From an optimization exercise on the open Yosys and OpenROAD flow, aimed at small area, a short achievable clock period and few clock cycles; shortcuts taken in it are not production practice.
Function was checked by simulation only, so behaviour that the tests miss may differ from the original.

--- flow/config.mk ---
export PLATFORM = sky130hd
export DESIGN_NAME = pid_f32_core
export DESIGN_NICKNAME = pid_f32_core
export VERILOG_FILES = /design/flow/design.v
export SDC_FILE = /design/flow/constraint.sdc
export NUM_CORES = 4
export LEC_CHECK = 0
export ABC_AREA = 1
export CAP_MARGIN = 20
export CELL_PAD_IN_SITES_GLOBAL_PLACEMENT = 2
export CORE_MARGIN = 2
export CORE_UTILIZATION = 55
export CTS_CLUSTER_DIAMETER = 100
export CTS_CLUSTER_SIZE = 30
export PLACE_DENSITY = 0.68
export SLEW_MARGIN = 20
--- flow/design.v ---
module lzc24 (
    input  wire [23:0] x,
    output reg  [4:0]  n
);
    integer i;
    always @* begin
        n = 5'd24;
        for (i = 0; i < 24; i = i + 1)
            if (x[i]) n = 5'd23 - i[4:0];
    end
endmodule
module booth24 (
    input  wire [23:0] a,
    input  wire [23:0] b,
    output wire [47:0] p
);
    wire [26:0]  bb = {2'b00, b, 1'b0};
    wire [623:0] rr;
    wire [47:0]  sv;
    genvar j;
    generate
        for (j = 0; j < 13; j = j + 1) begin : g
            wire        b1  = bb[2*j+2];
            wire        b0  = bb[2*j+1];
            wire        bm  = bb[2*j];
            wire        one = b0 ^ bm;
            wire        two = (b1 & ~b0 & ~bm) | (~b1 & b0 & bm);
            wire [24:0] sel = ({25{one}} & {1'b0, a}) | ({25{two}} & {a, 1'b0});
            wire [25:0] row = {~b1, sel ^ {25{b1}}};
            wire [47:0] rs  = {22'd0, row} << (2*j);
            assign rr[48*j +: 48] = rs;
            assign sv[2*j]   = b1;
            assign sv[2*j+1] = 1'b0;
        end
    endgenerate
    assign sv[47:26] = 22'd0;
    assign p = rr[0 +: 48] + rr[48 +: 48] + rr[96 +: 48] + rr[144 +: 48]
             + rr[192 +: 48] + rr[240 +: 48] + rr[288 +: 48] + rr[336 +: 48]
             + rr[384 +: 48] + rr[432 +: 48] + rr[480 +: 48] + rr[528 +: 48]
             + rr[576 +: 48] + sv + 48'h555556000000;
endmodule
module fp_mul (
    input  wire [31:0] a,
    input  wire [31:0] b,
    output wire [31:0] y
);
    wire        s   = a[31] ^ b[31];
    wire        ad  = a[30:23] == 8'd0;
    wire        bd  = b[30:23] == 8'd0;
    wire [23:0] ma  = {~ad, a[22:0]};
    wire [23:0] mb  = {~bd, b[22:0]};
    wire        zero = (a[30:0] == 31'd0) || (b[30:0] == 31'd0) || (ad && bd);
    wire [47:0] p;
    booth24 u_p (.a(ma), .b(mb), .p(p));
    wire [4:0]  lz;
    lzc24 u_lz (.x(ad ? ma : mb), .n(lz));
    wire [4:0]  lz0 = (ad || bd) ? lz : 5'd0;    
    wire signed [10:0] e  = $signed({3'd0, a[30:24], a[23] | ad})
                          + $signed({3'd0, b[30:24], b[23] | bd})
                          - 11'sd127 - $signed({6'd0, lz0});
    wire        nrm = e > 11'sd0;
    wire signed [10:0] sh0 = nrm ? 11'sd23 - $signed({6'd0, lz0})
                                 : 11'sd151 - $signed({3'd0, a[30:24], a[23] | ad})
                                            - $signed({3'd0, b[30:24], b[23] | bd});
    wire [5:0]  sh  = (sh0 > 11'sd50) ? 6'd50 : sh0[5:0];
    wire [49:0] px  = {p, 2'b00};
    wire [49:0] w   = px >> sh;
    wire        lost = |(px & ~({50{1'b1}} << sh));
    wire        top = w[26];
    wire [23:0] m   = top ? w[26:3] : w[25:2];
    wire        g   = top ? w[2] : w[1];
    wire        st  = lost | w[0] | (top & w[1]);
    wire [7:0]  ef  = !nrm ? {7'd0, m[23]} : top ? e[7:0] + 8'd1 : e[7:0];
    wire        inc = g & (st | m[0]);
    wire [30:0] pk  = {ef, m[22:0]} + {30'd0, inc};
    assign y = zero ? {s, 31'd0} : {s, pk};
endmodule
module fp_tail (
    input  wire               sign,
    input  wire signed [10:0] e,
    input  wire [23:0]        m,
    input  wire               g,
    input  wire               st,
    output wire [31:0]        y
);
    wire        sub  = e < 11'sd1;
    wire [10:0] rs0  = 11'd1 - e;
    wire [4:0]  rs   = !sub ? 5'd0 : (rs0 > 11'd26) ? 5'd26 : rs0[4:0];
    wire [25:0] w    = {m, g, 1'b0};
    wire [25:0] ws   = w >> rs;
    wire        lost = |(w & ~({26{1'b1}} << rs));
    wire [23:0] mm   = ws[25:2];
    wire        gg   = ws[1];
    wire        ss   = st | ws[0] | lost;
    wire        inc  = gg & (ss | mm[0]);
    wire [30:0] pk   = {mm[23] ? e[7:0] : 8'd0, mm[22:0]} + {30'd0, inc};
    assign y = {sign, pk};
endmodule
module fp_div100 (
    input  wire [31:0] a,
    output wire [31:0] y
);
    wire        ad  = a[30:23] == 8'd0;
    wire [23:0] ma  = {~ad, a[22:0]};
    wire [48:0] m49 = {25'd0, ma};
    wire [48:0] pr  = (m49 << 24) + (m49 << 22) + (m49 << 19) + (m49 << 4) + (m49 << 2) + m49
                    - (m49 << 14) - (m49 << 12) - (m49 << 9);
    wire [19:0] qi  = pr[48:29];
    wire [4:0]  ri  = ma[4:0] - qi[4:0] * 5'd25;
    reg  [6:0]  qf;
    always @* begin
        case (ri)
            5'd0:  qf = 7'd0;    5'd1:  qf = 7'd5;    5'd2:  qf = 7'd10;
            5'd3:  qf = 7'd15;   5'd4:  qf = 7'd20;   5'd5:  qf = 7'd25;
            5'd6:  qf = 7'd30;   5'd7:  qf = 7'd35;   5'd8:  qf = 7'd40;
            5'd9:  qf = 7'd46;   5'd10: qf = 7'd51;   5'd11: qf = 7'd56;
            5'd12: qf = 7'd61;   5'd13: qf = 7'd66;   5'd14: qf = 7'd71;
            5'd15: qf = 7'd76;   5'd16: qf = 7'd81;   5'd17: qf = 7'd87;
            5'd18: qf = 7'd92;   5'd19: qf = 7'd97;   5'd20: qf = 7'd102;
            5'd21: qf = 7'd107;  5'd22: qf = 7'd112;  5'd23: qf = 7'd117;
            default: qf = 7'd122;
        endcase
    end
    wire [26:0] q   = {qi, qf};
    wire        top = q[26];
    wire signed [10:0] eq = $signed({3'd0, a[30:24], a[23] | ad}) - 11'sd7
                          + (top ? 11'sd1 : 11'sd0);
    wire [23:0] m0  = top ? q[26:3] : q[25:2];
    wire        g0  = top ? q[2] : q[1];
    wire        s0  = (top ? (|q[1:0]) : q[0]) | (ri != 5'd0);
    fp_tail u_t (.sign(a[31]), .e(eq), .m(m0), .g(g0), .st(s0), .y(y));
endmodule
module lzc27 (
    input  wire [26:0] x,
    output reg  [4:0]  n
);
    integer i;
    always @* begin
        n = 5'd27;
        for (i = 0; i < 27; i = i + 1)
            if (x[i]) n = 5'd26 - i[4:0];
    end
endmodule
module fp_add (
    input  wire [31:0] a,
    input  wire [31:0] b,
    output wire [31:0] y,
    output wire [30:0] pre,
    output wire        rinc
);
    wire        swap = b[30:0] > a[30:0];
    wire [31:0] x    = swap ? b : a;
    wire [31:0] z    = swap ? a : b;
    wire        xd   = x[30:23] == 8'd0;
    wire        zd   = z[30:23] == 8'd0;
    wire [7:0]  ex   = {x[30:24], x[23] | xd};
    wire [7:0]  ez   = {z[30:24], z[23] | zd};
    wire [23:0] mx   = {~xd, x[22:0]};
    wire [23:0] mz   = {~zd, z[22:0]};
    wire [7:0]  ea   = {a[30:24], a[23] | (a[30:23] == 8'd0)};
    wire [7:0]  eb   = {b[30:24], b[23] | (b[30:23] == 8'd0)};
    wire [7:0]  dab  = ea - eb;
    wire [7:0]  dba  = eb - ea;
    wire [7:0]  d    = swap ? dba : dab;
    wire        esub = x[31] ^ z[31];
    wire [4:0]  ds   = (d[7:5] != 3'd0) ? 5'd31 : d[4:0];
    wire [25:0] zext = {mz, 2'b00};
    wire [25:0] zsh  = zext >> ds;
    wire        stk  = |(zext & ~({26{1'b1}} << ds));
    wire [27:0] xs   = {1'b0, mx, 3'b000};
    wire [27:0] zs   = {1'b0, zsh, stk} ^ {28{esub}};
    wire [27:0] fs   = xs + zs + {27'd0, esub};
    wire [26:0] sent = (ex <= 8'd27) ? (27'h4000000 >> (ex - 8'd1)) : 27'd0;
    wire [4:0]  lz;
    lzc27 u_lz (.x(fs[26:0] | sent), .n(lz));
    wire [26:0] nsh  = fs[26:0] << lz;
    wire [23:0] m    = fs[27] ? fs[27:4] : nsh[26:3];
    wire        g    = fs[27] ? fs[3] : nsh[2];
    wire        st   = fs[27] ? (|fs[2:0]) : (|nsh[1:0]);
    wire [7:0]  e    = fs[27] ? ex + 8'd1 : ex - {3'd0, lz};
    wire        inc  = g & (st | m[0]);
    assign      pre  = {m[23] ? e : 8'd0, m[22:0]};
    assign      rinc = inc;
    wire [30:0] pk   = pre + {30'd0, inc};
    wire        zero = fs == 28'd0;
    assign y = {x[31] & !(zero & esub), pk};
endmodule
module pid_f32_core (
    input  wire         clk,
    input  wire         rst,
    input  wire         h_valid,
    output wire         h_ready,
    input  wire [191:0] h_req,
    output reg          h_rvalid,
    output reg  [31:0]  h_rdata
);
    localparam [31:0] F_ROT_LIM = 32'h45FFF800,    
                      F_ROT_PER = 32'h467FFC00,    
                      F_DEG_LIM = 32'h43340000,    
                      F_DEG_PER = 32'h43B40000,    
                      F_I_EPS   = 32'h3A83126F;    
    localparam [2:0] K_NOP = 3'd0, K_CFG = 3'd1, K_GAINS = 3'd2, K_LIM = 3'd3,
                     K_CALC = 3'd4, K_FB = 3'd5, K_RD = 3'd6;
    function [31:0] clampr(input [31:0] x, input [30:0] pre, input rinc, input [31:0] lim);
        if (pre > lim[30:0] || (rinc && pre == lim[30:0]))
            clampr = x[31] ? {~lim[31], lim[30:0]} : lim;
        else
            clampr = x;
    endfunction
    function [31:0] fneg(input [31:0] x);
        fneg = {~x[31], x[30:0]};
    endfunction
    reg rst_q;
    always @(posedge clk) rst_q <= rst;
    wire irst = rst_q;
    reg [31:0] d_p      [0:1];
    reg [31:0] d_i      [0:1];
    reg [31:0] d_d      [0:1];
    reg [31:0] d_maxout [0:1];
    reg [31:0] d_intlim [0:1];
    reg [31:0] d_maxerr [0:1];
    reg [31:0] d_dead   [0:1];
    reg [31:0] d_set1   [0:1];
    reg [31:0] d_set2   [0:1];
    reg [31:0] d_get1   [0:1];
    reg [31:0] d_get2   [0:1];
    reg [31:0] d_err1   [0:1];
    reg [31:0] d_err2   [0:1];
    reg [31:0] d_iout   [0:1];
    reg [31:0] d_posout [0:1];
    reg [31:0] d_incout [0:1];
    reg        r_mode   [0:1];
    reg        f_p [0:1], f_i [0:1], f_d [0:1], f_cfg [0:1], f_lim [0:1],
               f_s1 [0:1], f_s2 [0:1], f_iout [0:1], f_pos [0:1], f_inc [0:1];
    reg         q_v;
    reg [2:0]   q_k;
    reg         q_ax;
    reg [4:0]   q_sub;
    reg [31:0]  q_w1, q_w2, q_w3, q_w4, q_w5;
    wire [3:0]  h_op  = h_req[191:188];
    wire [7:0]  h_idx = h_req[187:180];
    wire [7:0]  h_sub = h_req[179:172];
    reg  [2:0]  h_k;
    always @* begin
        h_k = K_NOP;
        if (h_idx[7:1] == 7'd0) begin
            case (h_op)
                4'd1: if (h_sub < 8'd2)  h_k = K_CFG;
                4'd2:                    h_k = K_GAINS;
                4'd3:                    h_k = K_LIM;
                4'd4: if (h_sub < 8'd3)  h_k = K_CALC;
                4'd5: if (h_sub < 8'd3)  h_k = K_FB;
                4'd6: if (h_sub < 8'd20) h_k = K_RD;
                default: ;
            endcase
        end
    end
    reg        pa_v, pb_v, pc_v, pd_v, pe_v, pf_v;
    reg [2:0]  pa_k, pb_k, pc_k, pd_k, pe_k, pf_k;
    function busy(input v, input [2:0] k);
        busy = v && (k == K_CALC || k == K_FB || k == K_RD || k == K_GAINS);
    endfunction
    reg  q_full, blk;
    wire q_go   = q_v && !q_full;
    assign h_ready = !(rst || blk);
    wire take   = h_valid && h_ready;
    wire [2:0] q_k_n = q_full ? q_k : h_k;
    wire busy_n = busy(q_go, q_k) || busy(pa_v, pa_k) || busy(pb_v, pb_k)
               || busy(pc_v, pc_k) || busy(pd_v, pd_k) || busy(pe_v, pe_k);
    wire q_full_n = !irst && (take || q_full) && (q_k_n == K_CFG || q_k_n == K_LIM) && busy_n;
    always @(posedge clk) begin
        q_full <= q_full_n;
        blk    <= rst || q_full_n;
    end
    always @(posedge clk) begin
        if (!q_full) begin
            q_k   <= h_k;
            q_ax  <= h_idx[0];
            q_sub <= h_sub[4:0];
            q_w1  <= h_req[159:128];
            q_w2  <= h_req[127:96];
            q_w3  <= h_req[95:64];
            q_w4  <= h_req[63:32];
            q_w5  <= h_req[31:0];
        end
        q_v <= !irst && (take || q_full);
    end
    wire [31:0] s1_err0;
    fp_add u_a1 (.a(q_w2), .b(fneg(q_w1)), .y(s1_err0));
    reg [31:0] pa_err0, pa_m, pa_s, pa_f;   
    reg        pa_ax;                      
    reg [4:0]  pa_sub;
    always @(posedge clk) begin
        pa_v    <= !irst && q_go;
        pa_k    <= q_k;
        pa_ax   <= q_ax;
        pa_sub  <= q_sub;
        pa_err0 <= s1_err0;
        pa_m    <= q_w1;
        pa_s    <= q_w2;
        pa_f    <= q_w3;
    end
    wire        rot    = pa_sub[1:0] == 2'd1;
    wire        deg    = pa_sub[1:0] == 2'd2;
    wire [30:0] wlim   = rot ? F_ROT_LIM[30:0] : F_DEG_LIM[30:0];
    wire [30:0] wper   = rot ? F_ROT_PER[30:0] : F_DEG_PER[30:0];
    wire        wrap   = (rot || deg) && (pa_err0[30:0] > wlim);
    wire [31:0] s2_errw;
    fp_add u_a2 (.a(pa_err0), .b({~pa_err0[31], wper}), .y(s2_errw));
    wire        s3_calc = pb_k == K_CALC || pb_k == K_FB;
    wire        s3_void;
    wire        s3_w    = pb_v && s3_calc && !s3_void;        
    wire        s3_gw   = pb_v && pb_k == K_GAINS;             
    wire [31:0] s2_e1   = (s3_w && pb_ax == pa_ax) ? pb_err
                        : (f_s1[pa_ax] ? d_err1[pa_ax] : 32'd0);
    wire [31:0] s2_i    = (s3_gw && pb_ax == pa_ax) ? pb_s
                        : (f_i[pa_ax] ? d_i[pa_ax] : 32'd0);
    wire [31:0] s2_e1x2 = (s2_e1[30:23] == 8'd0) ? {s2_e1[31], s2_e1[29:0], 1'b0}
                                                 : {s2_e1[31], s2_e1[30:23] + 8'd1, s2_e1[22:0]};
    reg [31:0] pb_err, pb_m, pb_s, pb_f, pb_e1, pb_e1x2, pb_i;
    reg        pb_ax;
    reg [4:0]  pb_sub;
    always @(posedge clk) begin
        pb_v    <= !irst && pa_v;
        pb_k    <= pa_k;
        pb_ax   <= pa_ax;
        pb_sub  <= pa_sub;
        pb_err  <= wrap ? s2_errw : pa_err0;
        pb_m    <= pa_m;
        pb_s    <= pa_s;
        pb_f    <= pa_f;
        pb_e1   <= s2_e1;
        pb_e1x2 <= s2_e1x2;
        pb_i    <= s2_i;
    end
    wire [31:0] s3_maxe = f_lim[pb_ax] ? d_maxerr[pb_ax] : 32'd0;
    wire [31:0] s3_dead = f_lim[pb_ax] ? d_dead[pb_ax] : 32'd0;
    assign s3_void = (s3_maxe[30:0] != 0 && pb_err[30:0] > s3_maxe[30:0])
                  || (s3_dead[30:0] != 0 && pb_err[30:0] < s3_dead[30:0]);
    wire        s3_fb   = pb_k == K_FB;
    wire        s3_inc  = pb_k == K_CALC && r_mode[pb_ax];
    wire        s3_gain = pb_k == K_GAINS;
    wire [31:0] s3_e2   = f_s2[pb_ax] ? d_err2[pb_ax] : 32'd0;
    wire [31:0] s3_mi, s3_d1, s3_d2;
    fp_mul u_m1 (.a(pb_i), .b(pb_err), .y(s3_mi));
    fp_add u_a3 (.a(pb_err), .b(fneg(pb_e1)), .y(s3_d1));
    fp_add u_a4 (.a(pb_err), .b(fneg(pb_e1x2)), .y(s3_d2));
    wire        s3_smalli = pb_i[30:0] < F_I_EPS[30:0];
    wire        s4_iw;                   
    wire [31:0] s4_inew;
    wire        s4_gw   = pc_v && pc_k == K_GAINS;             
    wire [31:0] s3_iout = (s4_iw && pc_ax == pb_ax) ? s4_inew
                        : (f_iout[pb_ax] ? d_iout[pb_ax] : 32'd0);
    wire [31:0] s3_p    = (s4_gw && pc_ax == pb_ax) ? pc_x
                        : (f_p[pb_ax] ? d_p[pb_ax] : 32'd0);
    reg [31:0] pc_x, pc_aa, pc_bb, pc_cc, pc_p;
    reg        pc_ax, pc_void, pc_inc, pc_smalli;
    reg [4:0]  pc_sub;
    always @(posedge clk) begin
        pc_v      <= !irst && pb_v;
        pc_k      <= pb_k;
        pc_ax     <= pb_ax;
        pc_sub    <= pb_sub;
        pc_void   <= s3_void;
        pc_inc    <= s3_inc;
        pc_smalli <= s3_smalli;
        pc_x      <= s3_gain ? pb_m : s3_inc ? s3_d1 : pb_err;
        pc_aa     <= s3_inc ? s3_d2 : s3_iout;
        pc_bb     <= s3_inc ? s3_e2 : s3_mi;
        pc_cc     <= s3_inc ? s3_mi : (s3_gain || s3_fb) ? pb_f : s3_d1;
        pc_p      <= s3_p;
    end
    wire        s4_calc = pc_k == K_CALC || pc_k == K_FB;
    wire        s4_fb   = pc_k == K_FB;
    wire [31:0] s4_intl = f_cfg[pc_ax] ? d_intlim[pc_ax] : 32'd0;
    wire [31:0] s4_pout, s4_sum;
    wire [30:0] s4_pre;
    wire        s4_rinc;
    fp_mul u_m2 (.a(pc_p), .b(pc_x), .y(s4_pout));
    fp_add u_a5 (.a(pc_aa), .b(pc_bb), .y(s4_sum), .pre(s4_pre), .rinc(s4_rinc));
    wire [31:0] s4_iclamp = (s4_fb && pc_smalli) ? 32'd0
                          : clampr(s4_sum, s4_pre, s4_rinc, s4_intl);
    assign      s4_inew = pc_inc ? pc_cc : s4_iclamp;          
    assign      s4_iw   = pc_v && s4_calc && !pc_void;
    reg [31:0] s4_rd;
    always @* begin
        case (pc_sub)
            5'd0:  s4_rd = f_p[pc_ax] ? d_p[pc_ax] : 32'd0;
            5'd1:  s4_rd = f_i[pc_ax] ? d_i[pc_ax] : 32'd0;
            5'd3:  s4_rd = f_cfg[pc_ax] ? d_maxout[pc_ax] : 32'd0;
            5'd4:  s4_rd = s4_intl;
            5'd5:  s4_rd = f_lim[pc_ax] ? d_maxerr[pc_ax] : 32'd0;
            5'd6:  s4_rd = f_lim[pc_ax] ? d_dead[pc_ax] : 32'd0;
            5'd7:  s4_rd = {31'd0, r_mode[pc_ax]};
            5'd8, 5'd9:   s4_rd = f_s1[pc_ax] ? d_set1[pc_ax] : 32'd0;
            5'd10: s4_rd = f_s2[pc_ax] ? d_set2[pc_ax] : 32'd0;
            5'd11, 5'd12: s4_rd = f_s1[pc_ax] ? d_get1[pc_ax] : 32'd0;
            5'd13: s4_rd = f_s2[pc_ax] ? d_get2[pc_ax] : 32'd0;
            5'd14, 5'd15: s4_rd = f_s1[pc_ax] ? d_err1[pc_ax] : 32'd0;
            5'd16: s4_rd = f_s2[pc_ax] ? d_err2[pc_ax] : 32'd0;
            5'd17: s4_rd = f_iout[pc_ax] ? d_iout[pc_ax] : 32'd0;
            default: s4_rd = 32'd0;
        endcase
    end
    wire        s5_gw   = pd_v && pd_k == K_GAINS;             
    wire [31:0] s4_d    = (s5_gw && pd_ax == pc_ax) ? pd_y
                        : (f_d[pc_ax] ? d_d[pc_ax] : 32'd0);
    reg [31:0] pd_pout, pd_i2, pd_y, pd_dd;
    reg        pd_ax, pd_void, pd_inc;
    reg [4:0]  pd_sub;
    always @(posedge clk) begin
        pd_v    <= !irst && pc_v;
        pd_k    <= pc_k;
        pd_ax   <= pc_ax;
        pd_sub  <= pc_sub;
        pd_void <= pc_void;
        pd_inc  <= pc_inc;
        pd_pout <= (pc_k == K_RD) ? s4_rd : s4_pout;
        pd_i2   <= s4_inew;
        pd_y    <= pc_inc ? s4_sum : pc_cc;
        pd_dd   <= s4_d;
    end
    wire [31:0] s5_dm, s5_acc;
    fp_mul u_m3 (.a(pd_dd), .b(pd_y), .y(s5_dm));
    fp_add u_a6 (.a(pd_pout), .b(pd_i2), .y(s5_acc));
    reg [31:0] pe_acc, pe_dm;
    reg        pe_ax, pe_void, pe_inc;
    reg [4:0]  pe_sub;
    always @(posedge clk) begin
        pe_v    <= !irst && pd_v;
        pe_k    <= pd_k;
        pe_ax   <= pd_ax;
        pe_sub  <= pd_sub;
        pe_void <= pd_void;
        pe_inc  <= pd_inc;
        pe_acc  <= (pd_k == K_RD) ? ((pd_sub == 5'd2) ? pd_dd : pd_pout) : s5_acc;
        pe_dm   <= s5_dm;
    end
    wire        s6_fb   = pe_k == K_FB;
    wire        s6_calc = pe_k == K_CALC || pe_k == K_FB;
    wire [31:0] s6_sum, s6_q;
    wire [30:0] s6_pre;
    wire        s6_rinc;
    fp_add    u_a7 (.a(pe_acc), .b(pe_dm), .y(s6_sum), .pre(s6_pre), .rinc(s6_rinc));
    fp_div100 u_dv (.a(pe_dm), .y(s6_q));
    wire [31:0] s6_lim  = pe_inc ? (f_cfg[pe_ax] ? d_intlim[pe_ax] : 32'd0)
                                : (f_cfg[pe_ax] ? d_maxout[pe_ax] : 32'd0);
    wire [31:0] s6_out  = clampr(s6_sum, s6_pre, s6_rinc, s6_lim);
    wire        s7_posw, s7_incw;
    wire [31:0] s7_out;
    wire [31:0] s6_incout = (s7_incw && pf_ax == pe_ax) ? s7_out
                          : (f_inc[pe_ax] ? d_incout[pe_ax] : 32'd0);
    wire [31:0] s6_posout = (s7_posw && pf_ax == pe_ax) ? s7_out
                          : (f_pos[pe_ax] ? d_posout[pe_ax] : 32'd0);
    reg  [31:0] s6_alt;
    always @* begin
        s6_alt = 32'd0;
        if (pe_k == K_RD)
            s6_alt = (pe_sub == 5'd18) ? s6_posout : (pe_sub == 5'd19) ? s6_incout : pe_acc;
        else if (pe_k == K_CALC && !pe_void && !pe_inc)
            s6_alt = s6_out;
    end
    reg [31:0] pf_aa, pf_bb, pf_alt;
    reg        pf_ax, pf_sum;
    always @(posedge clk) begin
        pf_v   <= !irst && pe_v;
        pf_k   <= pe_k;
        pf_ax  <= pe_ax;
        pf_aa  <= s6_fb ? pe_acc : s6_incout;
        pf_bb  <= s6_fb ? fneg(s6_q) : s6_out;
        pf_sum <= s6_calc && !pe_void && (pe_inc || s6_fb);
        pf_alt <= s6_alt;
    end
    wire [31:0] s7_sum;
    wire [30:0] s7_pre;
    wire        s7_rinc;
    fp_add u_a8 (.a(pf_aa), .b(pf_bb), .y(s7_sum), .pre(s7_pre), .rinc(s7_rinc));
    assign s7_out  = clampr(s7_sum, s7_pre, s7_rinc, f_cfg[pf_ax] ? d_maxout[pf_ax] : 32'd0);
    assign s7_posw = pf_v && pf_sum && pf_k == K_FB;
    assign s7_incw = pf_v && pf_sum && pf_k == K_CALC;
    always @(posedge clk) begin
        h_rvalid <= !rst && !irst && pf_v;
        h_rdata  <= pf_sum ? s7_out : pf_alt;
    end
    wire cfg_w   = q_go && q_k == K_CFG;
    wire lim_w   = q_go && q_k == K_LIM;
    wire s6_posw = pe_v && pe_k == K_CALC && !pe_void && !pe_inc;
    integer k;
    always @(posedge clk) begin
        if (irst) begin
            for (k = 0; k < 2; k = k + 1) begin
                r_mode[k] <= 1'b0;
                f_p[k]    <= 1'b0;
                f_i[k]    <= 1'b0;
                f_d[k]    <= 1'b0;
                f_cfg[k]  <= 1'b0;
                f_lim[k]  <= 1'b0;
                f_s1[k]   <= 1'b0;
                f_s2[k]   <= 1'b0;
                f_iout[k] <= 1'b0;
                f_pos[k]  <= 1'b0;
                f_inc[k]  <= 1'b0;
            end
        end else begin
            if (cfg_w) begin
                r_mode[q_ax] <= q_sub[0];
                f_cfg[q_ax]  <= 1'b1;
                f_p[q_ax]    <= 1'b1;
                f_i[q_ax]    <= 1'b1;
                f_d[q_ax]    <= 1'b1;
            end
            if (lim_w)  f_lim[q_ax] <= 1'b1;
            if (s3_gw)  f_i[pb_ax] <= 1'b1;
            if (s4_gw)  f_p[pc_ax] <= 1'b1;
            if (s5_gw)  f_d[pd_ax] <= 1'b1;
            if (s3_w) begin
                f_s2[pb_ax] <= f_s1[pb_ax];
                f_s1[pb_ax] <= 1'b1;
            end
            if (s4_iw)   f_iout[pc_ax] <= 1'b1;
            if (s7_posw) f_pos[pf_ax] <= 1'b1;
            if (s6_posw) f_pos[pe_ax] <= 1'b1;
            if (s7_incw) f_inc[pf_ax] <= 1'b1;
        end
    end
    always @(posedge clk) begin
        if (cfg_w) begin
            d_maxout[q_ax] <= q_w1;
            d_intlim[q_ax] <= q_w2;
            d_p[q_ax]      <= q_w3;
            d_i[q_ax]      <= q_w4;
            d_d[q_ax]      <= q_w5;
        end
        if (lim_w) begin
            d_maxerr[q_ax] <= q_w1;
            d_dead[q_ax]   <= q_w2;
        end
        if (s3_gw) d_i[pb_ax] <= pb_s;
        if (s4_gw) d_p[pc_ax] <= pc_x;
        if (s5_gw) d_d[pd_ax] <= pd_y;
        if (s3_w) begin
            d_set2[pb_ax] <= d_set1[pb_ax];
            d_set1[pb_ax] <= pb_s;
            d_get2[pb_ax] <= d_get1[pb_ax];
            d_get1[pb_ax] <= pb_m;
            d_err2[pb_ax] <= d_err1[pb_ax];
            d_err1[pb_ax] <= pb_err;
        end
        if (s4_iw) d_iout[pc_ax] <= s4_inew;
        if (s7_posw) d_posout[pf_ax] <= s7_out;
        if (s6_posw) d_posout[pe_ax] <= s6_out;
        if (s7_incw) d_incout[pf_ax] <= s7_out;
    end
endmodule
--- flow/run.sh ---
#!/bin/bash
# synth_recipe.tcl (not shown) runs the flow's synth.tcl, then flattens the netlist and writes it again
# the make line also repeats each setting of config.mk as NAME=value (left out here)
make -C /OpenROAD-flow-scripts/flow DESIGN_CONFIG=/design/flow/config.mk WORK_HOME=/design/flow/orfs CLKGATE_MAP_FILE= SYNTH_SCRIPT=/design/flow/synth_recipe.tcl finish
--- flow/constraint.sdc ---
create_clock -name core_clock -period 33.0 [get_ports {clk}]
set_input_delay 6.6000 -clock core_clock [delete_from_list [all_inputs] [get_ports {clk}]]
set_output_delay 6.6000 -clock core_clock [all_outputs]
set_load 0.01 [all_outputs]
==> notes.md <==
==> synthesized netlist by cell type (all sizes together) (511+ instances only) <==
library cell     n
nor2          2231
buf            511
clkbuf        1112
nand2         8646
ha            1484
o21ai         3008
fa             826
o22ai          954
edfxtp        1194
xor2          1525
nand3         2743
inv           3830
a21oi         1497
dfxtp          920
==> logic make-up after synthesis <==
family / share of synthesized area, %
AO/OA/AOI/OAI: 16.6
multiplexers: 0.497
buffers and inverters: 9.70
AND/OR/NAND/NOR: 27.6
XOR/XNOR: 6.70
flip-flops: 23.6
adder cells (fa/ha/maj): 15.3
other: 0.00163
==> results.json <==
{
  "yosysTopAreaCell": "edfxtp_1",
  "synth_cells": 33200,
  "netlist_area_mm2": 0.230,
  "yosys_warnings": 4,
  "synth_cell_types": 104,
  "synth.avg_cell_area_um2": 6.91,
  "stop_error": "[ERROR GPL-0301] Utilization 108.877 % exceeds 100%.",
  "ys_seq_elements": 2114,
  "ys_seq_area_share_pct": 23.6,
  "synth.area.top_cells": "edfxtp_1, nand2_1, ha_1",
  "netlist.area_leader.share_pct": 15.6,
  "synthArstFlopShare_pct": 0,
  "haltStage": "global placement without I/O (3_1_place_gp_skip_io)",
  "outcome": "aborted with a tool error",
  "ys.flop_type": "edfxtp_1",
  "die_w_um": 650,
  "synth_edf_count": 1194,
  "syn_nets": 35700,
  "rows": 237,
  "start_util_pct": 55.2,
  "die_h_um": 650
}
Testbench counts, summed over its fixed seeds: cycles 16,064.
